Source: an optimization exercise on an open RTL-to-GDS flow (aim: small area, a short achievable clock period and few clock cycles). Production flows keep margins and buffers that such runs may drop. Only simulation tests tie the RTL to the original design; equivalence was not proved. Power figures rest on the tool's default switching activity, not on a simulated workload.

`flow/run.sh`:
```
#!/bin/bash
set -euo pipefail
export BUFFER_PORTS_ARGS="-buffer_cell sky130_fd_sc_hd__buf_4"
bash standard.sh > standard_flow.log 2>&1
```
`standard.sh`:
```
#!/bin/bash
# synth_recipe.tcl (not shown) runs the flow's synth.tcl, then flattens the netlist and writes it again
# the make line also repeats each setting of config.mk as NAME=value (left out here)
make -C /OpenROAD-flow-scripts/flow DESIGN_CONFIG=/design/flow/config.mk WORK_HOME=/design/flow/orfs CLKGATE_MAP_FILE= SYNTH_SCRIPT=/design/flow/synth_recipe.tcl "${@:-finish}"
```
`config.mk`:
```
export PLATFORM = sky130hd
export DESIGN_NAME = tfps
export DESIGN_NICKNAME = tfps
export VERILOG_FILES = /design/flow/design.v
export SDC_FILE = /design/flow/constraint.sdc
export NUM_CORES = 4
export LEC_CHECK = 0
export CAP_MARGIN = 20
export CORE_MARGIN = 2
export CORE_UTILIZATION = 40
export CTS_CLUSTER_DIAMETER = 120
export CTS_CLUSTER_SIZE = 25
export SLEW_MARGIN = 20
```
`constraint.sdc`:
```
create_clock -name core_clock -period 37.0 [get_ports {clk}]
set_input_delay 7.4000 -clock core_clock [delete_from_list [all_inputs] [get_ports {clk}]]
set_output_delay 7.4000 -clock core_clock [all_outputs]
set_load 0.01 [all_outputs]
```
`design.v`:
```
module tfps (
    input  wire        clk,
    input  wire        rst,
    input  wire        cmd_valid,
    output wire        cmd_ready,
    input  wire [63:0] cmd,
    output reg         rsp_valid,
    output reg  [39:0] rsp,
    output wire        tx_valid,
    output reg  [7:0]  tx_byte,
    output reg         tx_probe,
    input  wire        tx_ready
);
    localparam [7:0] OP_FBEGIN = 8'h01, OP_FBYTE = 8'h02, OP_FW16 = 8'h03,
                     OP_FW32   = 8'h04, OP_FEND  = 8'h05,
                     OP_PACK   = 8'h10, OP_UNPACK = 8'h11, OP_DSPLIT = 8'h12,
                     OP_TICK   = 8'h20, OP_SETHM  = 8'h21, OP_POLL   = 8'h22,
                     OP_CFGWR  = 8'h30, OP_CFGRD  = 8'h31, OP_INIT   = 8'h32;
    localparam [7:0] ST_OK = 8'h00, ST_NONE = 8'h01, ST_CHUNK = 8'h02,
                     ST_NOTREADY = 8'h03, ST_ABANDONED = 8'h04,
                     ST_INITFAIL = 8'h0D, ST_SEQERR = 8'h0E, ST_ILLEGAL = 8'h0F;
    localparam [1:0] FS_IDLE = 2'd0, FS_OPEN = 2'd1, FS_ABANDONED = 2'd2;
    reg              mode_q;
    reg  [1:0]       fstate_q;
    reg  [15:0]      crc_q;
    reg  [31:0]      now_q;
    reg  [10:0]      gen_q;
    reg  [31:0]      hc_q;
    reg  [31:0]      hp_q;
    reg  [3:0][7:0]  sid_q;
    reg  [3:0][7:0]  sm_q;
    reg  [3:0][7:0]  rr_q;
    reg  [31:0]      delim_q;
    reg  [10:0][31:0] lring_q;     
    reg  [10:0][31:0] iring_q;     
    reg  [3:0]       hptr_q;       
    reg  [3:0]       clr_q;        
    reg              pend_q;       
    reg  [3:0]       pend_g_q;
    wire [7:0] d_start = delim_q[7:0];
    wire [7:0] d_stop  = delim_q[15:8];
    wire [7:0] d_esc   = delim_q[23:16];
    wire [7:0] d_mask  = delim_q[31:24];
    reg         q_v;
    reg  [7:0]  q_op;
    reg  [7:0]  q_a;
    reg  [15:0] q_b;
    reg  [31:0] q_c;
    reg         ready_q;       
    reg         ld_q;          
    reg         rst_q;         
    reg         txv_q;         
    reg         em_act;        
    reg         probe_q;       
    reg  [3:0]  kh_q;          
    reg  [3:0]  dr_q;          
    reg  [3:0]  dg_q;          
    reg  [3:0]  dw_q;          
    reg  [3:0]  dwn_q;         
    reg         tick_ok_q;     
    reg  [2:0]  em_idx;        
    reg         em_esc;        
    reg  [3:0]  em_cnt;        
    reg  [7:0]  it_q;          
    reg         res_q;         
    assign cmd_ready = ready_q;
    assign tx_valid  = txv_q;
    reg  [3:0]  scan_cnt;
    reg         scan_found;
    reg  [31:0] scan_best;
    reg  [3:0]  scan_g;
    reg  [3:0]  scan_rk;
    reg         scan_ones;     
    reg         scan_kept;     
    reg  [31:0] sc_el_q;
    reg  [3:0]  sc_g_q;
    function automatic [15:0] crc_fold(input [15:0] c, input [7:0] b);
        integer i;
        reg [15:0] x;
        begin
            x = c ^ {8'h00, b};
            for (i = 0; i < 8; i = i + 1)
                x = x[0] ? ((x >> 1) ^ 16'h8408) : (x >> 1);
            crc_fold = x;
        end
    endfunction
    function automatic resv(input [7:0] x, input [31:0] d);
        resv = (x == d[7:0]) || (x == d[15:8]) || (x == d[23:16]);
    endfunction
    wire op_fbegin = (q_op == OP_FBEGIN);
    wire op_fbyte  = (q_op == OP_FBYTE);
    wire op_fw16   = (q_op == OP_FW16);
    wire op_fw32   = (q_op == OP_FW32);
    wire op_fend   = (q_op == OP_FEND);
    wire op_data   = op_fbyte | op_fw16 | op_fw32;
    wire op_pack   = (q_op == OP_PACK);
    wire op_unpack = (q_op == OP_UNPACK);
    wire op_dsplit = (q_op == OP_DSPLIT);
    wire op_tick   = (q_op == OP_TICK);
    wire op_sethm  = (q_op == OP_SETHM);
    wire op_poll   = (q_op == OP_POLL);
    wire op_cfgwr  = (q_op == OP_CFGWR);
    wire op_cfgrd  = (q_op == OP_CFGRD);
    wire op_init   = (q_op == OP_INIT);
    wire [2:0] em_last = op_fw32 ? 3'd6 : op_fw16 ? 3'd4 : op_fend ? 3'd2 : 3'd0;
    wire        clearing = clr_q[3] | clr_q[2] | clr_q[1] | clr_q[0];
    reg         pend_hit;      
    wire [31:0] now_dec  = now_q - 32'd1;
    reg  [31:0] now_p1;
    reg         now_c;
    integer ni;
    always @(*) begin
        now_c = 1'b1;
        for (ni = 0; ni < 32; ni = ni + 1) begin
            now_p1[ni] = now_q[ni] ^ now_c;
            now_c      = now_c & now_q[ni];
        end
    end
    wire [31:0] head_l   = clearing ? 32'd0 : pend_hit ? now_dec : lring_q[0];
    wire [31:0] head_i   = clearing ? 32'd0 : iring_q[0];
    wire [3:0]  hptr_n   = (hptr_q == 4'd10) ? 4'd0 : hptr_q + 4'd1;
    wire q_a_ring_i = (q_a[7:4] == 4'h1) && (q_a[3:0] <= 4'd10);
    wire q_a_ring_l = (q_a[7:4] == 4'h2) && (q_a[3:0] <= 4'd10);
    wire q_at_head  = (q_a[3:0] == hptr_q);
    wire [31:0] sc_el   = now_q - head_l;
    wire [32:0] sc_ovx  = {1'b0, sc_el_q} - {1'b0, iring_q[10]};
    wire        sc_elig = gen_q[sc_g_q] && !sc_ovx[32];
    wire [3:0]  sc_rk   = (sc_g_q == 4'd3) ? 4'd10 : (sc_g_q == 4'd0) ? 4'd9 :
                          (sc_g_q == 4'd1) ? 4'd8  : (sc_g_q == 4'd2) ? 4'd7 :
                          (sc_g_q == 4'd8) ? 4'd6  : (sc_g_q == 4'd6) ? 4'd5 :
                          (sc_g_q == 4'd5) ? 4'd4  : (sc_g_q == 4'd4) ? 4'd3 :
                          (sc_g_q == 4'd7) ? 4'd2  : (sc_g_q == 4'd10) ? 4'd1 : 4'd0;
    wire [35:0] sc_key  = {sc_ovx[31:0], sc_rk};
    wire [35:0] sc_bkey = {scan_best, scan_rk};
    wire        sc_b    = (scan_cnt != 4'd0) && (scan_cnt != 4'd12);
    wire        sc_take = sc_b && sc_elig && (!scan_found || (sc_key > sc_bkey));
    wire        scan_rdy = (scan_cnt == 4'd12);
    wire health_trig = gen_q[3] && (hc_q != hp_q);
    localparam [109:0] LANE_W = {5'd11, 5'd10, 5'd11, 5'd11, 5'd8, 5'd9, 5'd7,
                                 5'd12, 5'd1, 5'd1, 5'd1, 5'd1, 5'd2, 5'd5,
                                 5'd15, 5'd8, 5'd9, 5'd10, 5'd8, 5'd8, 5'd2, 5'd4};
    localparam [109:0] LANE_O = {5'd21, 5'd11, 5'd0, 5'd17, 5'd9, 5'd0, 5'd25,
                                 5'd12, 5'd10, 5'd9, 5'd8, 5'd7, 5'd5, 5'd0,
                                 5'd17, 5'd9, 5'd0, 5'd22, 5'd14, 5'd6, 5'd4, 5'd0};
    wire        field_ok = (q_a <= 8'd21);
    reg  [31:0] pack_result;
    reg  [31:0] unpack_result;
    integer li;
    always @(*) begin
        pack_result   = 32'd0;
        unpack_result = 32'd0;
        for (li = 0; li < 22; li = li + 1) begin
            if (q_a[4:0] == li[4:0]) begin
                pack_result = pack_result |
                    (((q_c[31] ? 32'd0 :
                       ((q_c >> LANE_W[li*5 +: 5]) != 32'd0) ? ((32'd1 << LANE_W[li*5 +: 5]) - 32'd1) :
                       q_c)) << LANE_O[li*5 +: 5]);
                unpack_result = unpack_result |
                    ((q_c >> LANE_O[li*5 +: 5]) & ((32'd1 << LANE_W[li*5 +: 5]) - 32'd1));
            end
        end
    end
    function automatic [4:0] d10(input [3:0] r, input b);
        reg       q;
        reg [2:0] m;
        begin
            q = r[3] | (r[2] & (r[1] | r[0]));
            m = {r[3] & r[0], (r[2] & r[1] & r[0]) | (r[3] & !r[0]), (r[2] & r[1] & !r[0]) | (r[3] & !r[0])};
            d10 = {q, (q ? m : r[2:0]), b};
        end
    endfunction
    wire        dsp_neg  = q_b[15];
    wire        dsp_half = em_cnt[0];
    wire        dsp_skip = !dsp_half && (dr_q == 4'd0) && (q_c[31:16] == 16'd0);
    wire [15:0] dv_in    = dsp_skip ? q_c[15:0] : q_c[31:16];
    reg  [15:0] dv_q;
    reg  [3:0]  dv_r;
    reg  [4:0]  dv_t;
    integer dj;
    always @(*) begin
        dv_r = dr_q;
        for (dj = 15; dj >= 0; dj = dj - 1) begin
            dv_t      = d10(dv_r, dv_in[dj]);
            dv_q[dj]  = dv_t[4];
            dv_r      = dv_t[3:0];
        end
    end
    wire        dsp_pend = dsp_half || dsp_skip;       
    wire [13:0] dg_w = ({14{dw_q[0]}} & {10'd0, dg_q}) |
                       ({14{dw_q[1]}} & ({7'd0, dg_q, 3'd0} + {9'd0, dg_q, 1'd0})) |
                       ({14{dw_q[2]}} & ({4'd0, dg_q, 6'd0} + {5'd0, dg_q, 5'd0} + {8'd0, dg_q, 2'd0})) |
                       ({14{dw_q[3]}} & ({1'd0, dg_q, 9'd0} + {2'd0, dg_q, 8'd0} + {3'd0, dg_q, 7'd0} +
                                         {4'd0, dg_q, 6'd0} + {5'd0, dg_q, 5'd0} + {7'd0, dg_q, 3'd0}));
    wire [13:0] dsp_rem = q_b[13:0] + dg_w;
    wire        fin_neg = q_b[15];
    wire        fin_c   = q_b[14];
    wire [15:0] fin_rem = !fin_neg ? {2'b00, dsp_rem} : fin_c ? 16'd0 : {2'b11, ~dsp_rem};
    wire        fin_ovp = (q_c[31:15] != 17'd0);
    wire        fin_ovn = (q_c[31:16] != 16'd0) || (q_c[15] && (fin_c || (q_c[14:0] != 15'd0)));
    wire [15:0] fin_qn  = fin_c ? ~q_c[15:0] : (16'd0 - q_c[15:0]);
    wire [15:0] fin_quo = !fin_neg ? (fin_ovp ? 16'h7FFF : q_c[15:0])
                                   : (fin_ovn ? 16'h8000 : fin_qn);
    wire        dsp_k0  = (q_a == 8'd0);
    wire [15:0] k0_quo  = (q_c[31:15] != 17'd0) ? (fin_neg ? 16'h8000 : 16'h7FFF)
                                                : (fin_neg ? ~q_c[15:0] : q_c[15:0]);
    reg        poll_hit;
    reg [1:0]  poll_slot;
    integer si;
    always @(*) begin
        poll_hit  = 1'b0;
        poll_slot = 2'd0;
        for (si = 3; si >= 0; si = si - 1) begin
            if (sm_q[si] != 8'd0 && sid_q[si] == q_a) begin
                poll_hit  = 1'b1;
                poll_slot = si[1:0];
            end
        end
    end
    wire [7:0] rr_cur  = rr_q[poll_slot];
    wire [8:0] rr_inc  = {1'b0, rr_cur} + 9'd1;
    wire [7:0] rr_next = (rr_inc >= {1'b0, sm_q[poll_slot]}) ? 8'd0 : rr_inc[7:0];
    reg        reg_ok;
    reg        reg_rw;
    reg [31:0] reg_rdata;
    always @(*) begin
        reg_ok    = 1'b1;
        reg_rw    = 1'b0;
        reg_rdata = 32'd0;
        if (q_a == 8'h00) begin
            reg_rdata = {29'd0, fstate_q, mode_q};
        end else if (q_a == 8'h01) begin
            reg_rdata = delim_q;
            reg_rw    = 1'b1;
        end else if (q_a == 8'h02) begin
            reg_rdata = {21'd0, gen_q};
            reg_rw    = 1'b1;
        end else if (q_a == 8'h03) begin
            reg_rdata = now_q;
        end else if (q_a == 8'h04) begin
            reg_rdata = hc_q;
        end else if (q_a == 8'h05) begin
            reg_rdata = hp_q;
        end else if (q_a_ring_i) begin
            reg_rdata = head_i;
            reg_rw    = 1'b1;
        end else if (q_a_ring_l) begin
            reg_rdata = head_l;
        end else if (q_a >= 8'h30 && q_a <= 8'h33) begin
            reg_rdata = {8'd0, rr_q[q_a[1:0]], sm_q[q_a[1:0]], sid_q[q_a[1:0]]};
            reg_rw    = 1'b1;
        end else begin
            reg_ok    = 1'b0;
        end
    end
    wire delim_valid =
        (d_esc != d_start) && (d_esc != d_stop) && (d_mask != 8'd0) &&
        ((d_start ^ d_stop) != d_mask) && ((d_start ^ d_esc) != d_mask) &&
        ((d_stop ^ d_esc) != d_mask);
    wire       it_done   = !res_q || em_esc;           
    wire       last_draw = (em_idx == em_last) && it_done;
    wire [2:0] nidx      = em_idx + 3'd1;
    wire [15:0] trailer  = ~crc_q;
    reg  [7:0] nit;
    always @(*) begin
        if (op_fend) nit = (nidx == 3'd1) ? trailer[15:8] : d_stop;
        else begin
            case (nidx)
                3'd1:    nit = q_b[7:0];
                3'd2:    nit = q_b[15:8];
                3'd3:    nit = q_c[7:0];
                3'd4:    nit = q_c[15:8];
                3'd5:    nit = q_c[23:16];
                default: nit = q_c[31:24];
            endcase
        end
    end
    wire       nres      = resv(nit, delim_q) && !(op_fend && nidx == 3'd2);
    wire [7:0] cont_byte = !it_done ? (it_q ^ d_mask) : (nres ? d_esc : nit);
    reg         x_done;
    reg  [7:0]  r_st;
    reg  [31:0] r_data;
    reg         mode_n;
    reg  [1:0]  fstate_n;
    reg  [15:0] crc_n;
    reg         now_inc;
    reg         hc_wr, hp_wr, delim_wr, gen_wr, sens_wr, rr_wr, iring_wr;
    reg         pend_set;
    reg  [3:0]  pend_g_n;
    reg         scan_restart;
    reg         scan_keep_try;    
    reg         tick_wait;        
    reg         x_cont;        
    reg         x_will_done;   
    reg         em_adv;        
    always @(*) begin
        x_done       = 1'b0;
        r_st         = ST_ILLEGAL;
        r_data       = 32'd0;
        mode_n       = mode_q;
        fstate_n     = fstate_q;
        crc_n        = crc_q;
        now_inc      = 1'b0;
        hc_wr        = 1'b0;
        hp_wr        = 1'b0;
        delim_wr     = 1'b0;
        gen_wr       = 1'b0;
        sens_wr      = 1'b0;
        rr_wr        = 1'b0;
        iring_wr     = 1'b0;
        pend_set     = 1'b0;
        pend_g_n     = 4'd3;
        scan_restart = 1'b0;
        scan_keep_try = 1'b0;
        tick_wait     = 1'b0;
        x_will_done  = 1'b0;
        em_adv       = 1'b0;
        if (q_v) begin
            if (em_act) begin
                if (op_fbegin) crc_n = 16'hFFFF;
                else if (op_data && it_done) crc_n = crc_fold(crc_q, it_q);
                if (!tx_ready) begin
                    x_done   = 1'b1;
                    r_st     = ST_ABANDONED;
                    r_data   = {28'd0, em_cnt};
                    fstate_n = op_fend ? FS_IDLE : FS_ABANDONED;
                end else if (last_draw) begin
                    x_done   = 1'b1;
                    r_st     = ST_OK;
                    r_data   = {28'd0, em_cnt + 4'd1};
                    fstate_n = op_fend ? FS_IDLE : FS_OPEN;
                end else begin
                    em_adv      = 1'b1;
                    x_will_done = !it_done ? (em_idx == em_last)
                                           : ((nidx == em_last) && !nres);
                end
            end else begin
                x_done = 1'b1;
                case (q_op)
                    OP_FBEGIN: r_st = ST_ILLEGAL;
                    OP_FBYTE, OP_FW16, OP_FW32, OP_FEND: begin
                        if (!mode_q) r_st = ST_ILLEGAL;
                        else if (fstate_q == FS_IDLE) r_st = ST_SEQERR;
                        else begin
                            r_st = ST_ABANDONED;
                            if (op_fend) fstate_n = FS_IDLE;
                        end
                    end
                    OP_PACK: begin
                        if (field_ok) begin r_st = ST_OK; r_data = pack_result; end
                    end
                    OP_UNPACK: begin
                        if (field_ok) begin r_st = ST_OK; r_data = unpack_result; end
                    end
                    OP_DSPLIT: begin
                        if (q_a <= 8'd4) begin
                            if (dsp_k0) begin
                                r_st   = ST_OK;
                                r_data = {k0_quo, 16'd0};
                            end else if (kh_q != 4'd0) begin
                                x_done      = 1'b0;
                                x_will_done = (kh_q == 4'd1) && dsp_pend;
                            end else begin
                                r_st   = ST_OK;
                                r_data = {fin_quo, fin_rem};
                            end
                        end
                    end
                    OP_TICK: begin
                        if (mode_q) begin
                            if (!probe_q && !tick_ok_q) begin
                                x_done = 1'b0;
                            end else if (probe_q && !tx_ready) begin
                                now_inc = 1'b1;
                                r_st    = ST_NOTREADY;
                                scan_keep_try = 1'b1;
                            end else if (probe_q && q_a[0]) begin
                                now_inc = 1'b1;
                                r_st    = ST_CHUNK;
                                scan_keep_try = 1'b1;
                            end else if (probe_q && health_trig) begin
                                now_inc      = 1'b1;
                                scan_restart = 1'b1;
                                r_st         = ST_OK;
                                r_data       = {28'd0, 4'd3};
                                pend_set     = 1'b1;
                                pend_g_n     = 4'd3;
                                hp_wr        = 1'b1;
                            end else if (!scan_rdy) begin
                                x_done      = 1'b0;
                                tick_wait   = 1'b1;
                                x_will_done = (scan_cnt == 4'd11);
                            end else if (!scan_found) begin
                                now_inc      = 1'b1;
                                scan_restart = 1'b1;
                                r_st         = ST_NONE;
                            end else begin
                                now_inc      = 1'b1;
                                scan_restart = 1'b1;
                                r_st         = ST_OK;
                                r_data       = {28'd0, scan_g};
                                pend_set     = 1'b1;
                                pend_g_n     = scan_g;
                            end
                        end
                    end
                    OP_SETHM: begin
                        if (mode_q) begin r_st = ST_OK; hc_wr = 1'b1; end
                    end
                    OP_POLL: begin
                        if (mode_q) begin
                            if (!poll_hit) r_st = ST_NONE;
                            else begin
                                r_st   = ST_OK;
                                r_data = {22'd0, poll_slot, rr_cur};
                                rr_wr  = 1'b1;
                            end
                        end
                    end
                    OP_CFGWR: begin
                        if (!mode_q && reg_ok && reg_rw) begin
                            if (q_a_ring_i && !q_at_head) begin
                                x_done      = 1'b0;
                                x_will_done = (q_a[3:0] == hptr_n);
                            end else begin
                                r_st = ST_OK;
                                if (q_a == 8'h01) delim_wr = 1'b1;
                                else if (q_a == 8'h02) begin gen_wr = 1'b1; scan_restart = 1'b1; end
                                else if (q_a_ring_i) begin iring_wr = 1'b1; scan_restart = 1'b1; end
                                else sens_wr = 1'b1;
                            end
                        end
                    end
                    OP_CFGRD: begin
                        if (reg_ok) begin
                            if ((q_a_ring_i || q_a_ring_l) && !q_at_head) begin
                                x_done      = 1'b0;
                                x_will_done = (q_a[3:0] == hptr_n);
                            end else begin
                                r_st   = ST_OK;
                                r_data = reg_rdata;
                            end
                        end
                    end
                    OP_INIT: begin
                        if (!mode_q) begin
                            if (!delim_valid) r_st = ST_INITFAIL;
                            else begin r_st = ST_OK; mode_n = 1'b1; end
                        end
                    end
                    default: r_st = ST_ILLEGAL;
                endcase
            end
        end
        x_cont = q_v && !x_done;
    end
    wire       ps_tick  = q_v && !em_act && op_tick && mode_q;
    wire       ps_probe = ps_tick && probe_q && !q_a[0] && (health_trig || (scan_rdy && scan_found));
    wire       ps_wait  = ps_tick && !probe_q && tick_ok_q && scan_rdy && scan_found;
    wire [3:0] ps_g     = (probe_q && health_trig) ? 4'd3 : scan_g;
    wire hp_pre = q_v && !em_act && op_tick && mode_q && probe_q && !q_a[0] && health_trig;
    wire       tick_now   = q_v && op_tick;
    wire       pend_left  = pend_q && !pend_hit;
    wire       pend_n     = pend_left || tick_now;
    wire       probe_wait = q_v && !em_act && op_tick && mode_q && !probe_q && !tick_ok_q && !pend_left;
    wire       will_last = !it_done ? (em_idx == em_last) : ((nidx == em_last) && !nres);
    wire       tick_w    = !q_a[0] && !health_trig && !scan_rdy;
    wire       ndw_dsp   = op_dsplit && (q_a <= 8'd4) && !dsp_k0 && (kh_q != 4'd0);
    wire       ndw_tpw   = op_tick && mode_q && !probe_q && !tick_ok_q;
    wire       ndw_tok   = op_tick && mode_q && !probe_q && tick_ok_q && !scan_rdy;
    wire       ndw_ring  = ((op_cfgrd && (q_a_ring_i || q_a_ring_l)) ||
                            (op_cfgwr && !mode_q && q_a_ring_i)) && !q_at_head;
    wire       nd_rdy    = ndw_dsp  ? ((kh_q == 4'd1) && dsp_pend) :
                           ndw_tpw  ? 1'b0 :
                           ndw_tok  ? (scan_cnt == 4'd11) :
                           ndw_ring ? (q_a[3:0] == hptr_n) : 1'b1;
    wire       tick_pr   = op_tick && mode_q && probe_q;
    wire       rdy_cont  = !q_v || (em_act ? (!tx_ready || will_last) :
                                    tick_pr ? (!(tx_ready && tick_w) || (scan_cnt == 4'd11)) : nd_rdy);
    wire       scan_keep  = scan_keep_try && scan_rdy && scan_found && !scan_ones && !scan_kept;
    wire       scan_rst   = scan_restart || (scan_keep_try && !scan_keep);
    wire [3:0] scan_cnt_n = scan_rst ? 4'd0 : scan_rdy ? scan_cnt : scan_cnt + 4'd1;
    wire        acc   = cmd_valid && ready_q;    
    wire [7:0]  y_op  = cmd[63:56];
    wire [7:0]  y_a   = cmd[55:48];
    wire        y_fbegin = (y_op == OP_FBEGIN);
    wire        y_fend   = (y_op == OP_FEND);
    wire        y_data   = (y_op == OP_FBYTE) || (y_op == OP_FW16) || (y_op == OP_FW32);
    wire        y_multi  = (y_op == OP_FW16) || (y_op == OP_FW32) || y_fend || (y_op == OP_FBYTE);
    wire        y_emit   = mode_n && (y_fbegin || ((y_data || y_fend) && fstate_n == FS_OPEN));
    wire [1:0]  fstate_ok = (q_v && em_act) ? (last_draw ? (op_fend ? FS_IDLE : FS_OPEN) : fstate_q)
                                            : fstate_n;
    wire        y_emit_ok = mode_n && (y_fbegin || ((y_data || y_fend) && fstate_ok == FS_OPEN));
    wire        y_tick   = (y_op == OP_TICK);
    wire        scan_rdy_p = !scan_restart && !tick_now && ((scan_cnt == 4'd11) || scan_rdy);
    wire        y_probe  = y_tick && mode_n && !pend_n;
    wire        y_ring   = ((y_op == OP_CFGRD) && (y_a[7:4] == 4'h1 || y_a[7:4] == 4'h2)) ||
                           ((y_op == OP_CFGWR) && (y_a[7:4] == 4'h1));
    wire        y_wait   = (y_op[4] && y_op[1] && !y_op[0] && (y_a[2:0] != 3'd0)) ||
                           (y_op[5] && !y_op[4] && !y_op[1] && !y_op[0] &&
                            (pend_n || (!scan_rdy_p && !y_a[0]))) ||
                           (y_op[5] && y_op[4] && !y_op[1] && !y_a[7] && !y_a[6] &&
                            (y_a[5] ^ y_a[4]) && (y_a[3:0] != hptr_n)) ||
                           ((y_op[7:3] == 5'd0) && (y_op[2] || y_op[1]) && mode_n &&
                            (fstate_ok == FS_OPEN));
    wire [7:0]  fend0    = ~crc_n[7:0];
    wire        fend0_r  = resv(fend0, delim_q);
    wire [7:0]  fend0_b  = fend0_r ? d_esc : fend0;
    wire        ya_r     = resv(y_a, delim_q);
    wire        y_p_fbegin = !y_op[2] && !y_op[1];
    wire        y_p_fend   = y_op[2] && y_op[0];
    wire [7:0]  y_byte   = y_p_fbegin ? d_start : y_p_fend ? fend0_b : (ya_r ? d_esc : y_a);
    wire [7:0]  y_it     = y_p_fend ? fend0 : y_a;
    wire        y_res    = y_p_fend ? fend0_r : (ya_r && !y_p_fbegin);
    always @(posedge clk) begin
        hptr_q  <= hptr_n;
        lring_q <= {(clearing ? 32'd0 : pend_hit ? now_dec : lring_q[0]), lring_q[10:1]};
        iring_q <= {(iring_wr ? q_c : clearing ? 32'd0 : iring_q[0]), iring_q[10:1]};
        if (clearing) clr_q <= clr_q - 4'd1;
        if (pend_hit) pend_q <= 1'b0;
        pend_hit <= (ps_wait || (ps_probe && tx_ready)) ? (ps_g == hptr_n)
                                                      : (pend_q && !pend_hit && (pend_g_q == hptr_n));
        rsp_valid <= x_done;
        rsp       <= {r_st, r_data};
        mode_q   <= mode_n;
        fstate_q <= fstate_n;
        crc_q    <= crc_n;
        if (now_inc)  now_q   <= now_p1;
        if (hc_wr)    hc_q    <= q_c;
        if (hp_pre && tx_ready) hp_q <= hc_q;
        if (delim_wr) delim_q <= q_c;
        if (gen_wr)   gen_q   <= q_c[10:0];
        if (sens_wr) begin
            sid_q[q_a[1:0]] <= q_c[7:0];
            sm_q[q_a[1:0]]  <= q_c[15:8];
        end
        if (rr_wr) rr_q[poll_slot] <= rr_next;
        if (pend_set) pend_q <= 1'b1;
        if (ps_wait || ps_probe) pend_g_q <= ps_g;
        scan_cnt <= scan_cnt_n;
        sc_el_q  <= sc_el;
        sc_g_q   <= hptr_q;
        if (scan_rst) begin
            scan_found <= 1'b0;
            scan_kept  <= 1'b0;
        end else begin
            if (scan_keep) scan_kept  <= 1'b1;
            if (sc_take)   scan_found <= 1'b1;
        end
        if (sc_take) begin
            scan_best  <= sc_ovx[31:0];
            scan_g     <= sc_g_q;
            scan_rk    <= sc_rk;
            scan_ones  <= (sc_el_q == 32'hFFFFFFFF);
        end
        if (q_v && !em_act && op_dsplit) begin
            if (dw_q != 4'd0) q_b[13:0] <= dsp_rem;
            dw_q <= 4'd0;
            if (kh_q != 4'd0) begin
                q_c <= dsp_skip ? {16'd0, dv_q} : {q_c[15:0], dv_q};
                if (dsp_pend) begin
                    dr_q   <= 4'd0;
                    dg_q   <= dv_r;
                    dw_q   <= dwn_q;
                    dwn_q  <= {dwn_q[2:0], 1'b0};
                    kh_q   <= {1'b0, kh_q[3:1]};
                    q_b[14] <= q_b[14] && (dv_r == 4'd9);
                    em_cnt[0] <= 1'b0;
                end else begin
                    dr_q   <= dv_r;
                    em_cnt[0] <= 1'b1;
                end
            end
        end
        if (em_act) em_cnt <= em_cnt + 4'd1;
        tx_byte <= cont_byte;
        if (em_act) begin
            if (!it_done) em_esc <= 1'b1;
            else begin
                em_esc <= 1'b0;
                em_idx <= nidx;
                it_q   <= nit;
                res_q  <= nres;
            end
        end
        txv_q    <= em_adv;
        em_act   <= em_adv;
        tx_probe <= probe_wait;
        probe_q  <= probe_wait;
        tick_ok_q <= tick_wait;
        ready_q  <= rdy_cont;
        ld_q     <= rdy_cont;
        if (x_done) q_v <= 1'b0;
        if (ready_q) begin
            q_v      <= cmd_valid;
            txv_q    <= cmd_valid && y_emit;
            em_act   <= cmd_valid && y_emit;
            tx_probe <= cmd_valid && y_probe;
            probe_q  <= cmd_valid && y_probe;
            ready_q  <= !cmd_valid || !y_wait;
            ld_q     <= !cmd_valid || !y_wait;
        end
        if (ld_q) begin
            q_op     <= y_op;
            q_a      <= y_a;
            q_b      <= y_op[4] ? {cmd[31], 1'b1, 14'd0} : cmd[47:32];
            kh_q     <= {y_a[2:0] == 3'd4, y_a[2:0] == 3'd3, y_a[2:0] == 3'd2, y_a[2:0] == 3'd1};
            q_c      <= (y_op[4] && y_op[1]) ? (cmd[31:0] ^ {32{cmd[31]}}) : cmd[31:0];
            dr_q     <= 4'd0;
            dw_q     <= 4'd0;
            dwn_q    <= 4'd1;
            em_idx   <= 3'd0;
            em_esc   <= 1'b0;
            em_cnt   <= 4'd0;
            tick_ok_q <= 1'b0;
            it_q     <= y_it;
            res_q    <= y_res;
            tx_byte  <= y_byte;
        end
        rst_q <= rst;
        if (rst) begin
            q_v        <= 1'b0;
            ready_q    <= 1'b0;
            ld_q       <= 1'b1;
            txv_q      <= 1'b0;
            tx_probe   <= 1'b0;
            rsp_valid  <= 1'b0;
        end
        if (rst_q) begin
            mode_q     <= 1'b0;
            fstate_q   <= FS_IDLE;
            now_q      <= 32'd0;
            gen_q      <= 11'd0;
            hc_q       <= 32'd0;
            hp_q       <= 32'd0;
            sid_q      <= '0;
            sm_q       <= '0;
            rr_q       <= '0;
            delim_q    <= 32'h207D7E7E;
            hptr_q     <= 4'd0;
            clr_q      <= 4'd11;
            pend_q     <= 1'b0;
            pend_hit   <= 1'b0;
            scan_cnt   <= 4'd0;
            scan_found <= 1'b0;
            scan_kept  <= 1'b0;
        end
    end
endmodule
```
==> impl_metrics.toml, run 1 <==
[pwr]
sw_frac_of_total_pct = 28.2
p_total_w = 0.00241
p_sw_w = 0.000681
intPower_w = 0.00173
comb_power_share_pct = 13.4
p_per_area_nw_per_um2 = 42.8
p_leak_nw = 21.2
peakVddDrop_uv = 38.4
p_clk_share_pct = 30.5
power_frac_seq_pct = 56.2

[drt]
drt_iter0_markers = 5471
met1_length_um = 78100
firstDrtPassIters = 9
wl_per_cell_um = 25.2
dr_wl_met2_um = 78000
num_vias = 42900
drc_errors = 0
final_antenna_net_count = 0
wl_met3_um = 16800
via_per_inst = 5.84
wl_um = 185000
dr.max_layer_used = "met5"

[setup_path]
crit_buf_inv = 1
ff2ff_setup_slack_ns = 28.56
crit_slowest_cell = "dfxtp_1"
critPathMaxFanout = 5
critPathRequiredTime_ns = 29.60
crit_cells = 1
critPathCapture = "cmd_ready"
cpPeakStageDelay_ns = 0.55
startpoint_type = "flop"
critPathLaunch = "ready_q"
critPathKind = "flop to primary output"
r2r-end = "dg_q[2]"
rr_worst_depth = 18
rr_startpoint = "q_c[21]"
end_kind = "primary output"
worstPathCellList = "buf_4"
critical-path-top-delay-family = "flip-flops"
crit_arrival_ns = 1.49

[run]
cap_violations = 0

[sta]
rsz0062_at_grt = "false"
post-route-min-period_ns = 8.89
period_share_pct = 24.0
hold-worst-slack_ns = 0.322
fin_tns_setup_ns = 0
slew_headroom_pct = 19.5
setup_violations = 0
worstMarginPinSlew_ns = 1.21
fin_skew_ns = 0.0341
worst_slack_ns = 28.11
final_hold_viol_count = 0
maxSlewViolCount = 0
fmaxAchievable_mhz = 113

[die]
die_y_um = 365
core_um2 = 129000
rows = 132
die_area_um2 = 133000
io_pins = 120
start_util_pct = 40.3
die-width_um = 365

[global_route]
overflow = 0
grt_pass1_vias = 39800
grt_max_degree = 102
track_usage_pct = 26.9
antenna_found_initial = 5
grt_pass1_wl_um = 267000

[clock_network]
clk-insertion-delay-late_ns = 0.73
cts-htree-levels = 2
clockRootBuffer = "clkbuf_16"
cts.sinks = 1210
cts_resized = 0
path_clk_slew_ns = 0.11
numCtsBuffers = 57
clockBufferDepth = 3
holdBufCountCts = 0
cts_tree = "yes"
post_cts_buffers = 0

[synthesis]
postSynthCellCount = 5667
yosys.area.top_type = "dfxtp_1"
yosys_most_used_dff = "dfxtp_1"
synthSimpleGateAreaFrac_pct = 15.6
async_flop_share_pct = 0
synth_compound_area_share_pct = 17.1
synthAdderAreaFrac_pct = 5.03
syn_area_um2 = 52200
synth_enable_flop_cells = 134
yosysWarningCount = 1
synth_top_family_by_area = "compound AO/OA/AOI/OAI gates"
synthMuxAreaShare_pct = 2.59
synth_xor_area_share_pct = 6.44
yosysTopAreaCellShare_pct = 41.3
syn-mean-instance-area_um2 = 9.21
synth-seq-area-share_pct = 49.0
netlist_top_cells_area = "dfxtp_1, edfxtp_1, nand2_1, ha_1, xnor2_1"
yosys.cell_types.count = 100
synth_seq_cells = 1210

[place]
place_ws_ns = 27.47
gp_congestion = 0.986
hpwl_um = 131000
port_buffers = 115
place_area_um2 = 54700

[layout]
areaGrowthSynthToFinish_pct = 8.16
final_net_count = 5847
final_area_um2 = 56400
final_cell_mix = "dfxtp_1, nand2_1, nor2_1, a21oi_1, o21ai_0"
drive_gt1_share_pct = 7.12
layout_commonest_cell = "dfxtp_1"
fill_cells = 12800

[worst_hold_path]
hold_path_class = "flop to flop"

[status]
status = "no timing/DRC/antenna violations"
[per-stage QoR]
step / utilization (%) / cells
3_5_place_dp: 42.3 / 7258
3_3_place_gp: 42.3 / 7258
6_report: 43.6 / 7347
4_1_cts: 43.6 / 7343
5_1_grt: 43.6 / 7344
2_1_floorplan: - / 5670
[flip-flops by register name, indices dropped and copies added (netlist names), 8 cells and up]
signal / cells
lring_q: 352
sid_q: 32
sm_q: 32
q_c: 32
iring_q: 352
scan_best: 32
hc_q: 32
delim_q: 32
sc_el_q: 32
now_q: 32
q_a: 8
gen_q: 11
rr_q: 32
crc_q: 16
tx_byte: 8
it_q: 8
q_op: 8
q_b: 16
hp_q: 32
rsp: 36
[per-layer routing]
layer / GRT usage (%) / vias to the layer above
met1: 36.7 / 20700
met4: 15.0 / 4
met5: 0 / -
met3: 4.88 / 515
met2: 40.1 / 2088
li1: - / 19700
[worst reg2reg max path: stages, from the launching register on]
cell      delay [ns]
edfxtp_1        1.16
nor4_1          0.14
and4_1          0.37
a31oi_1         0.76
nor3_1          0.14
or4_1           0.59
or2_0           0.49
a32oi_1         0.38
o21ai_1         0.25
a32oi_1         0.50
and2_1          0.28
a21oi_1         0.09
o221ai_2        0.41
nand2_1         0.27
mux2_1          0.43
or3_1           0.46
o311ai_2        0.55
o211ai_1        0.15
o211ai_1        0.72
[synth_stat cells, types with 15 or more instances]
cell type and n:
and3_1 20, nand3b_1 26, o21a_1 19, ha_1 192, a22oi_1 123, o31ai_1 16
nor2b_1 43, o21bai_1 17, clkbuf_1 333, a21oi_1 378, edfxtp_1 134, and2_1 19
nand2_1 697, dfxtp_1 1076, mux4_2 26, nor4_1 55, or3_1 36, o311ai_0 15
buf_1 35, a221oi_1 83, nand4_1 72, nand3_1 129, nand2b_1 40, xor2_1 143
a31oi_1 25, or4_1 16, a21boi_0 17, or2_2 17, a211oi_1 63, nor3_1 98
o22ai_1 27, inv_1 197, o21ai_0 350, a21o_1 36, nor2_1 505, o211ai_1 37
mux2i_1 66, a222oi_1 38, xnor2_1 241
[worst min path at each step]
stage | startpoint | to | slack, ns | cells past startpoint
2_1_floorplan | iring_q[32] | iring_q[0] | 0.31 | 0
3_3_place_gp | lring_q[297] | lring_q[265] | 0.31 | 0
3_5_place_dp | iring_q[150] | iring_q[118] | 0.31 | 0
4_1_cts | iring_q[126] | iring_q[94] | 0.32 | 0
5_1_grt | iring_q[126] | iring_q[94] | 0.33 | 0
6_report | iring_q[126] | iring_q[94] | 0.32 | 0
[layout make-up]
class / count / area (um2) / share of cell area, %
sequential: 1210 / 25600 / 45.3
multi-input combinational: 3877 / 24500 / 43.4
tap: 1742 / 2180 / 3.86
timing repair buffer: 232 / 1740 / 3.09
clock buffer: 76 / 1540 / 2.73
inverter: 198 / 743 / 1.32
clock inverter: 9 / 160 / 0.284
antenna: 3 / 7.51 / 0.0133
[logic make-up (layout without fill, tap and decap cells)]
family                   after synthesis  after routing
multiplexers                         100            100
AND/OR/NAND/NOR                     1807           1807
AO/OA/AOI/OAI                       1379           1379
buffers and inverters                583            515
adder cells (fa/ha/maj)              203            203
other                                  1              7
flip-flops                          1210           1210
XOR/XNOR                             384            384
[power groups by stage]
stage | combinational, W | sequential, W | clock [W]
after CTS | 0.000312 | 0.00135 | 0.000753
after global placement | 0.000311 | 0.00139 | 0
after global routing | 0.000335 | 0.00136 | 0.000796
after floorplan | 0.000194 | 0.00138 | 0
final | 0.000322 | 0.00136 | 0.000735
after detailed placement | 0.000311 | 0.00139 | 0
Testbench counts, summed over its fixed seeds: cycles 82,089.
==> run 2: changes to the inputs <==
--- a/design.v
+++ b/design.v
@@ -501,7 +501,7 @@
                            (y_op[5] && y_op[4] && !y_op[1] && !y_a[7] && !y_a[6] &&
                             (y_a[5] ^ y_a[4]) && (y_a[3:0] != hptr_n)) ||
                            ((y_op[7:3] == 5'd0) && (y_op[2] || y_op[1]) && mode_n &&
-                            (fstate_ok == FS_OPEN));
+                            (fstate_ok == FS_OPEN) && (tx_ready || !(q_v && em_act)));
     wire [7:0]  fend0    = ~crc_n[7:0];
     wire        fend0_r  = resv(fend0, delim_q);
     wire [7:0]  fend0_b  = fend0_r ? d_esc : fend0;
@@ -524,7 +524,9 @@
         mode_q   <= mode_n;
         fstate_q <= fstate_n;
         crc_q    <= crc_n;
-        if (now_inc)  now_q   <= now_p1;
+        if (ps_tick && ((probe_q && (!tx_ready || q_a[0] || health_trig || scan_rdy)) ||
+                        (!probe_q && tick_ok_q && scan_rdy)))
+            now_q <= now_p1;
         if (hc_wr)    hc_q    <= q_c;
         if (hp_pre && tx_ready) hp_q <= hc_q;
         if (delim_wr) delim_q <= q_c;
--- a/config.mk
+++ b/config.mk
@@ -8,6 +8,6 @@
 export CAP_MARGIN = 20
 export CORE_MARGIN = 2
 export CORE_UTILIZATION = 40
-export CTS_CLUSTER_DIAMETER = 120
-export CTS_CLUSTER_SIZE = 25
+export CTS_CLUSTER_DIAMETER = 100
+export CTS_CLUSTER_SIZE = 22
 export SLEW_MARGIN = 20
==> impl_metrics.toml, run 2 <==
[synthesis]
postSynthCellCount = 5619
async_flop_share_pct = 0
yosysWarningCount = 1
netlist_top_cells_area = "dfxtp_1, edfxtp_1, nand2_1, ha_1, xnor2_1"
synth_enable_flop_cells = 134
yosysTopAreaCellShare_pct = 41.5
synth-seq-area-share_pct = 49.3
yosys_most_used_dff = "dfxtp_1"
synth_seq_cells = 1210
yosys.area.top_type = "dfxtp_1"
syn-mean-instance-area_um2 = 9.23
yosysMostFrequentCell = "dfxtp_1"
yosys-top-cells-count = "dfxtp_1, nand2_1, nor2_1"
yosys.cell_types.count = 101
syn_area_um2 = 51900

[layout]
layout_commonest_cell = "dfxtp_1"
final_cell_mix = "dfxtp_1, nand2_1, nor2_1, a21oi_1, o21ai_0"
final_net_count = 5796
reg_top3 = "iring_q: 352 flops, lring_q: 352 flops, rsp: 36 flops"
drive_gt1_share_pct = 7.23
areaGrowthSynthToFinish_pct = 8.46
fin_util_pct = 43.6

[pwr]
peakVddDrop_uv = 34.8
p_sw_w = 0.000673
p_clk_share_pct = 32.6
power_frac_seq_pct = 55.1
p_leak_nw = 21.5
p_per_area_nw_per_um2 = 43.7
intPower_w = 0.00178
sw_frac_of_total_pct = 27.4
comb_power_share_pct = 12.3

[drt]
drt_iter0_markers = 4501
firstDrtPassIters = 10
drc_errors = 0
wl_um = 172000
num_vias = 41400
via_per_inst = 5.67
final_antenna_net_count = 0
wl_per_cell_um = 23.6

[die]
core_um2 = 129000
io_pins = 120
die_area_um2 = 133000
die_y_um = 364
die-width_um = 364
start_util_pct = 40.2
rows = 132

[setup_path]
rr_worst_depth = 29
critPathCapture = "ld_q"
startpoint_type = "input pin"
critPathRequiredTime_ns = 37.63
worstPathCellList = "buf_4 -> nor2b_1 -> a21oi_1 -> nor2_1 -> nand2_1 -> nor2_1 -> a21oi_1 -> a21o_1 -> nand2_1 -> a2111oi_0 -> nor2_1 -> nor3_1 -> or2_2"
end_kind = "flop"
crit_path_frequent_cell = "nor2_1"
critPathLaunch = "tx_ready"
critPathMaxFanout = 7
crit_arrival_ns = 9.58
r2r-end = "scan_best[20]"
cpPeakStageDelay_ns = 0.50
rr_startpoint = "iring_q[321]"
critPathKind = "input pin to flop"
ff2ff_setup_slack_ns = 28.87
crit_slowest_cell = "a2111oi_0"

[clock_network]
holdBufCountCts = 0
clockBufferDepth = 3
clk-insertion-delay-late_ns = 0.69
cts_tree = "yes"
path_clk_slew_ns = 0.09
clockRootBuffer = "clkbuf_16"
cts.sinks = 1210
cts_resized = 0
numCtsBuffers = 68
post_cts_buffers = 0
cts-htree-levels = 3

[global_route]
use_met3_pct = 4.03
antenna_found_initial = 1
grt_max_degree = 99
grt_pass1_vias = 39000
top_usage_layer = "met2"
track_usage_pct = 25.3
globalRouteMet2Util_pct = 39.8
overflow = 0
grt_pass1_wl_um = 253000
grt_use_met1_pct = 33.6

[sta]
final_hold_viol_count = 0
fin_skew_ns = 0.0397
setup_violations = 0
period_share_pct = 24.2
fin_tns_setup_ns = 0
slew_headroom_pct = 15.9
rsz0062_at_grt = "false"
worstMarginPinSlew_ns = 1.26
hold-worst-slack_ns = 0.311
post-route-min-period_ns = 8.95
worst_slack_ns = 28.05
fmaxAchievable_mhz = 112
maxSlewViolCount = 0

[place]
port_buffers = 115
hpwl_um = 123000
gp_congestion = 0.965
place_ws_ns = 27.37

[worst_hold_path]
hold_start = "iring_q[275]"
hold_path_class = "flop to flop"

[status]
status = "no timing/DRC/antenna violations"

[run]
cap_violations = 0
run 2: cell types whose count changed after synthesis, moves of 16 or more:
cell	before	now
a221oi_1	83	60
nand2_1	697	756
nand3_1	129	104
nand4_1	72	54
nor2_1	505	463
o221ai_1	11	27
run 2: routing by layer:
metal	wire, um	up-vias
met2	76300	1785
met5	0	-
met3	13700	395
met1	72700	19900
met4	9510	0
li1	-	19400
run 2: critical path, delay by kind of cell:
family / cells / cell delay, ns
AO/OA/AOI/OAI: 4 / 1.16
buffers and inverters: 1 / 0.14
AND/OR/NAND/NOR: 8 / 0.87
run 2: cell families after synthesis:
group	after synthesis	share of synthesized area, %
multiplexers	93	2.46
buffers and inverters	590	4.41
XOR/XNOR	377	6.36
flip-flops	1210	49.3
AND/OR/NAND/NOR	1797	15.6
AO/OA/AOI/OAI	1347	16.8
adder cells (fa/ha/maj)	204	5.07
other	1	0.00723
run 2: power groups by stage:
stage / clock network (W) / registers, W / logic (W)
global placement: 0 / 0.00138 / 0.000291
finish: 0.000802 / 0.00135 / 0.000302
global route: 0.000869 / 0.00136 / 0.000319
CTS: 0.000824 / 0.00135 / 0.000294
detailed placement: 0 / 0.00138 / 0.000293
floorplan: 0 / 0.00138 / 0.000193
run 2: worst min-delay path by stage:
stage	endpoint	slack (ns)	depth (start not counted)
after floorplan	iring_q[0]	0.31	0
after global placement	iring_q[206]	0.31	0
after detailed placement	iring_q[176]	0.31	0
after CTS	lring_q[265]	0.32	0
after global routing	iring_q[232]	0.33	0
final	iring_q[243]	0.31	0
run 2: final cells by class:
| class | instances | area, um2 |
|---|---|---|
| multi-input cells | 3822 | 24100 |
| fillers | 12700 | 72900 |
| well taps | 1742 | 2180 |
| diodes | 1 | 2.50 |
| flip-flops and latches | 1210 | 25600 |
| clock inverters | 15 | 213 |
| clock buffers | 87 | 1790 |
| repair buffers | 213 | 1590 |
| inverters | 210 | 788 |
run 2: metrics by stage:
step	power [W]	cells	area, um2
after global routing	0.00254	7299	56300
final	0.00246	7300	56300
after detailed placement	0.00168	7196	54300
after floorplan	0.00157	5622	51900
after global placement	0.00168	7194	54200
after CTS	0.00247	7298	56300
Testbench counts of run 2, summed over its fixed seeds: cycles 81,682.
==> run 3: changes to the inputs <==
--- a/design.v
+++ b/design.v
@@ -135,6 +135,9 @@
     wire        sc_b    = (scan_cnt != 4'd0) && (scan_cnt != 4'd12);
     wire        sc_take = sc_b && sc_elig && (!scan_found || (sc_key > sc_bkey));
     wire        scan_rdy = (scan_cnt == 4'd12);
+    wire        scan_wrdy    = scan_rdy || (scan_cnt == 4'd11);
+    wire        scan_found_x = scan_found || sc_take;
+    wire [3:0]  scan_g_x     = sc_take ? sc_g_q : scan_g;
     wire health_trig = gen_q[3] && (hc_q != hp_q);
     localparam [109:0] LANE_W = {5'd11, 5'd10, 5'd11, 5'd11, 5'd8, 5'd9, 5'd7,
                                  5'd12, 5'd1, 5'd1, 5'd1, 5'd1, 5'd2, 5'd5,
@@ -385,11 +388,11 @@
                                 pend_set     = 1'b1;
                                 pend_g_n     = 4'd3;
                                 hp_wr        = 1'b1;
-                            end else if (!scan_rdy) begin
+                            end else if (probe_q ? !scan_rdy : !scan_wrdy) begin
                                 x_done      = 1'b0;
                                 tick_wait   = 1'b1;
-                                x_will_done = (scan_cnt == 4'd11);
-                            end else if (!scan_found) begin
+                                x_will_done = (scan_cnt == 4'd10) || (scan_cnt == 4'd11);
+                            end else if (!scan_found_x) begin
                                 now_inc      = 1'b1;
                                 scan_restart = 1'b1;
                                 r_st         = ST_NONE;
@@ -397,9 +400,9 @@
                                 now_inc      = 1'b1;
                                 scan_restart = 1'b1;
                                 r_st         = ST_OK;
-                                r_data       = {28'd0, scan_g};
+                                r_data       = {28'd0, scan_g_x};
                                 pend_set     = 1'b1;
-                                pend_g_n     = scan_g;
+                                pend_g_n     = scan_g_x;
                             end
                         end
                     end
@@ -455,8 +458,8 @@
     end
     wire       ps_tick  = q_v && !em_act && op_tick && mode_q;
     wire       ps_probe = ps_tick && probe_q && !q_a[0] && (health_trig || (scan_rdy && scan_found));
-    wire       ps_wait  = ps_tick && !probe_q && tick_ok_q && scan_rdy && scan_found;
-    wire [3:0] ps_g     = (probe_q && health_trig) ? 4'd3 : scan_g;
+    wire       ps_wait  = ps_tick && !probe_q && tick_ok_q && scan_wrdy && scan_found_x;
+    wire [3:0] ps_g     = !probe_q ? scan_g_x : health_trig ? 4'd3 : scan_g;
     wire hp_pre = q_v && !em_act && op_tick && mode_q && probe_q && !q_a[0] && health_trig;
     wire       tick_now   = q_v && op_tick;
     wire       pend_left  = pend_q && !pend_hit;
@@ -466,16 +469,17 @@
     wire       tick_w    = !q_a[0] && !health_trig && !scan_rdy;
     wire       ndw_dsp   = op_dsplit && (q_a <= 8'd4) && !dsp_k0 && (kh_q != 4'd0);
     wire       ndw_tpw   = op_tick && mode_q && !probe_q && !tick_ok_q;
-    wire       ndw_tok   = op_tick && mode_q && !probe_q && tick_ok_q && !scan_rdy;
+    wire       ndw_tok   = op_tick && mode_q && !probe_q && tick_ok_q && !scan_wrdy;
     wire       ndw_ring  = ((op_cfgrd && (q_a_ring_i || q_a_ring_l)) ||
                             (op_cfgwr && !mode_q && q_a_ring_i)) && !q_at_head;
     wire       nd_rdy    = ndw_dsp  ? ((kh_q == 4'd1) && dsp_pend) :
                            ndw_tpw  ? 1'b0 :
-                           ndw_tok  ? (scan_cnt == 4'd11) :
+                           ndw_tok  ? (scan_cnt == 4'd10) :
                            ndw_ring ? (q_a[3:0] == hptr_n) : 1'b1;
     wire       tick_pr   = op_tick && mode_q && probe_q;
     wire       rdy_cont  = !q_v || (em_act ? (!tx_ready || will_last) :
-                                    tick_pr ? (!(tx_ready && tick_w) || (scan_cnt == 4'd11)) : nd_rdy);
+                                    tick_pr ? (!(tx_ready && tick_w) || (scan_cnt == 4'd10) ||
+                                               (scan_cnt == 4'd11)) : nd_rdy);
     wire       scan_keep  = scan_keep_try && scan_rdy && scan_found && !scan_ones && !scan_kept;
     wire       scan_rst   = scan_restart || (scan_keep_try && !scan_keep);
     wire [3:0] scan_cnt_n = scan_rst ? 4'd0 : scan_rdy ? scan_cnt : scan_cnt + 4'd1;
@@ -525,7 +529,7 @@
         fstate_q <= fstate_n;
         crc_q    <= crc_n;
         if (ps_tick && ((probe_q && (!tx_ready || q_a[0] || health_trig || scan_rdy)) ||
-                        (!probe_q && tick_ok_q && scan_rdy)))
+                        (!probe_q && tick_ok_q && scan_wrdy)))
             now_q <= now_p1;
         if (hc_wr)    hc_q    <= q_c;
         if (hp_pre && tx_ready) hp_q <= hc_q;
==> impl_metrics.toml, run 3 <==
[global_route]
grt_pass1_wl_um = 260000
overflow = 0
track_usage_pct = 26.0
grt_pass1_vias = 39600
antenna_found_initial = 6
grt_max_degree = 203

[sta]
rsz0062_at_grt = "false"
fin_skew_ns = 0.0555
fin_tns_setup_ns = 0
maxSlewViolCount = 0
final_hold_viol_count = 0
setup_violations = 0
post-route-min-period_ns = 8.92
worstMarginPinSlew_ns = 1.24
period_share_pct = 24.1
slew_headroom_pct = 16.5
fmaxAchievable_mhz = 112

[layout]
final_net_count = 5856
areaGrowthSynthToFinish_pct = 8.43
drive_gt1_share_pct = 7.62
layout_commonest_cell = "dfxtp_1"
reg_top3 = "iring_q: 352 flops, lring_q: 352 flops, rsp: 36 flops"
final_cell_mix = "dfxtp_1, nand2_1, nor2_1, a21oi_1, o21ai_0"

[worst_hold_path]
hold_path_class = "flop to flop"

[clock_network]
cts_tree = "yes"
cts_resized = 0
post_cts_buffers = 0
clockRootBuffer = "clkbuf_16"
holdBufCountCts = 0
path_clk_slew_ns = 0.10
cts.sinks = 1210
clk-insertion-delay-late_ns = 0.73
cts-htree-levels = 3
clockBufferDepth = 3
numCtsBuffers = 68

[drt]
via_per_inst = 5.80
wl_per_cell_um = 24.1
final_antenna_net_count = 0
num_vias = 42700
wl_um = 178000
drc_errors = 0
firstDrtPassIters = 13
drt_iter0_markers = 5323

[run]
cap_violations = 0

[setup_path]
cpPeakStageDelay_ns = 0.80
critPathKind = "input pin to flop"
crit_slowest_cell = "nand2_1"
rr_startpoint = "iring_q[321]"
critPathCapture = "now_q[14]"
critPathLaunch = "tx_ready"
worstPathCellList = "buf_4 -> nor2b_1 -> a31oi_1 -> nand2_1 -> nand2_1 -> a21oi_1"
critPathRequiredTime_ns = 37.56
r2r-end = "pend_hit"
crit_arrival_ns = 9.48
end_kind = "flop"
rr_worst_depth = 32
ff2ff_setup_slack_ns = 28.37
critPathMaxFanout = 30
crit_path_frequent_cell = "nand2_1"
startpoint_type = "input pin"

[pwr]
p_leak_nw = 21.1
peakVddDrop_uv = 30.7
p_per_area_nw_per_um2 = 43.8
p_total_w = 0.00248

[die]
core_um2 = 129000
die_y_um = 365
die-width_um = 365
io_pins = 120
start_util_pct = 40.3
die_area_um2 = 133000
rows = 132

[synthesis]
synth_compound_area_share_pct = 17.6
netlist_top_cells_area = "dfxtp_1, edfxtp_1, nand2_1, ha_1, xnor2_1"
yosysWarningCount = 1
synth_top_family_by_area = "compound AO/OA/AOI/OAI gates"
postSynthCellCount = 5688
yosys.cell_types.count = 116
yosysMostFrequentCell = "dfxtp_1"
synth-seq-area-share_pct = 48.9
yosys_most_used_dff = "dfxtp_1"
yosys.area.top_type = "dfxtp_1"
synth_xor_area_share_pct = 6.41
synthMuxAreaShare_pct = 2.01
yosys-top-cells-count = "dfxtp_1, nand2_1, nor2_1"
async_flop_share_pct = 0
syn_area_um2 = 52200
synthSimpleGateAreaFrac_pct = 15.6
yosysTopAreaCellShare_pct = 41.4
synth_enable_flop_cells = 130
synth_seq_cells = 1210
syn-mean-instance-area_um2 = 9.18
synthAdderAreaFrac_pct = 5.05

[place]
hpwl_um = 125000
gp_congestion = 0.971
port_buffers = 115

[status]
status = "no timing/DRC/antenna violations"
-- run 3: kinds of logic (layout without fill, tap and decap cells) --
group | Yosys count | in the layout
buffers and inverters | 603 | 526
AND/OR/NAND/NOR | 1806 | 1806
flip-flops | 1210 | 1210
XOR/XNOR | 382 | 382
other | 1 | 6
AO/OA/AOI/OAI | 1411 | 1411
adder cells (fa/ha/maj) | 204 | 204
multiplexers | 71 | 71
-- run 3: metrics by stage --
step / setup slack [ns] / instances / hold WS [ns] / util, % / area, um2
after detailed placement: 27.45 / 7255 / 0.312 / 42.1 / 54500
after CTS: 28.16 / 7355 / 0.315 / 43.7 / 56600
after global routing: 27.56 / 7356 / 0.322 / 43.7 / 56600
final: 28.08 / 7358 / 0.319 / 43.7 / 56600
after global placement: 27.50 / 7254 / 0.310 / 42.1 / 54500
after floorplan: 27.85 / 5691 / 0.310 / - / 52200
-- run 3: power breakdown --
group	switching [W]	internal [W]	total, W
combinational	0.000223	0.0000937	0.000317
sequential	0.0000133	0.00134	0.00135
clock	0.000451	0.000357	0.000809
total	0.000688	0.00179	0.00248
-- run 3: how the worst min path moves through the flow --
| stage | slack (ns) | cells past startpoint | from | endpoint |
|---|---|---|---|---|
| 2_1_floorplan | 0.31 | 0 | iring_q[32] | iring_q[0] |
| 6_report | 0.32 | 0 | lring_q[202] | lring_q[170] |
| 5_1_grt | 0.32 | 0 | lring_q[297] | lring_q[265] |
| 3_5_place_dp | 0.31 | 0 | iring_q[156] | iring_q[124] |
| 3_3_place_gp | 0.31 | 0 | lring_q[192] | lring_q[160] |
| 4_1_cts | 0.31 | 0 | lring_q[202] | lring_q[170] |
-- run 3: metal layers --
metal / track usage, % / share of wire, % / vias up
met5: 0.617 / 0.085 / -
met4: 14.8 / 6.4 / 10
met3: 5.36 / 8.8 / 507
met2: 39.0 / 42 / 2078
met1: 34.7 / 42 / 20400
li1: - / - / 19700
-- run 3: area by class of cell --
type	instances	area, um2
Clock buffer	85	1810
Inverter	213	800
Tap cell	1742	2180
Sequential cell	1210	25500
Fill cell	12600	72900
Timing Repair Buffer	213	1610
Multi-Input combinational cell	3878	24400
Antenna cell	2	5.00
Clock inverter	15	209
-- run 3: worst max-delay path: cells and delay by family --
kind            cells  cell delay [ns]
buf+inv             1             0.16
compound gates      2             0.62
simple gates        3             1.29
Testbench counts of run 3, summed over its fixed seeds: cycles 81,026.

## what the ideal ports hide
No port has a modelled driver above. Below, the same layouts with a new extraction and two added sets of constraints. Step 1 sets driving cells, clkbuf_16 on the clock port and buf_2 on the other inputs (assumed; they add their load-dependent delay and slew). Step 2 also shifts input and output timing later by t, the mid clock arrival at the registers, as if the neighbouring blocks saw the same clock. Three values: no drivers, after step 1, after step 2; two values: the first two.
| run | shift t [ns] | setup slack, ns | worst setup path after step 2 | worst register clock-pin slew, ns |
|---|---|---|---|---|
| run 1 | 0.800 | 28.112 / 28.028 / 27.298 | input to register | 0.11 / 0.11 |
| run 2 | 0.746 | 28.051 / 28.078 / 27.332 | input to register | 0.10 / 0.10 |
| run 3 | 0.787 | 28.077 / 28.058 / 27.271 | input to register | 0.10 / 0.10 |
After both steps every run listed still meets setup and hold. For run 1, which loses most, drivers alone change the setup slack by -0.084 ns; drivers and shift together by -0.814 ns.
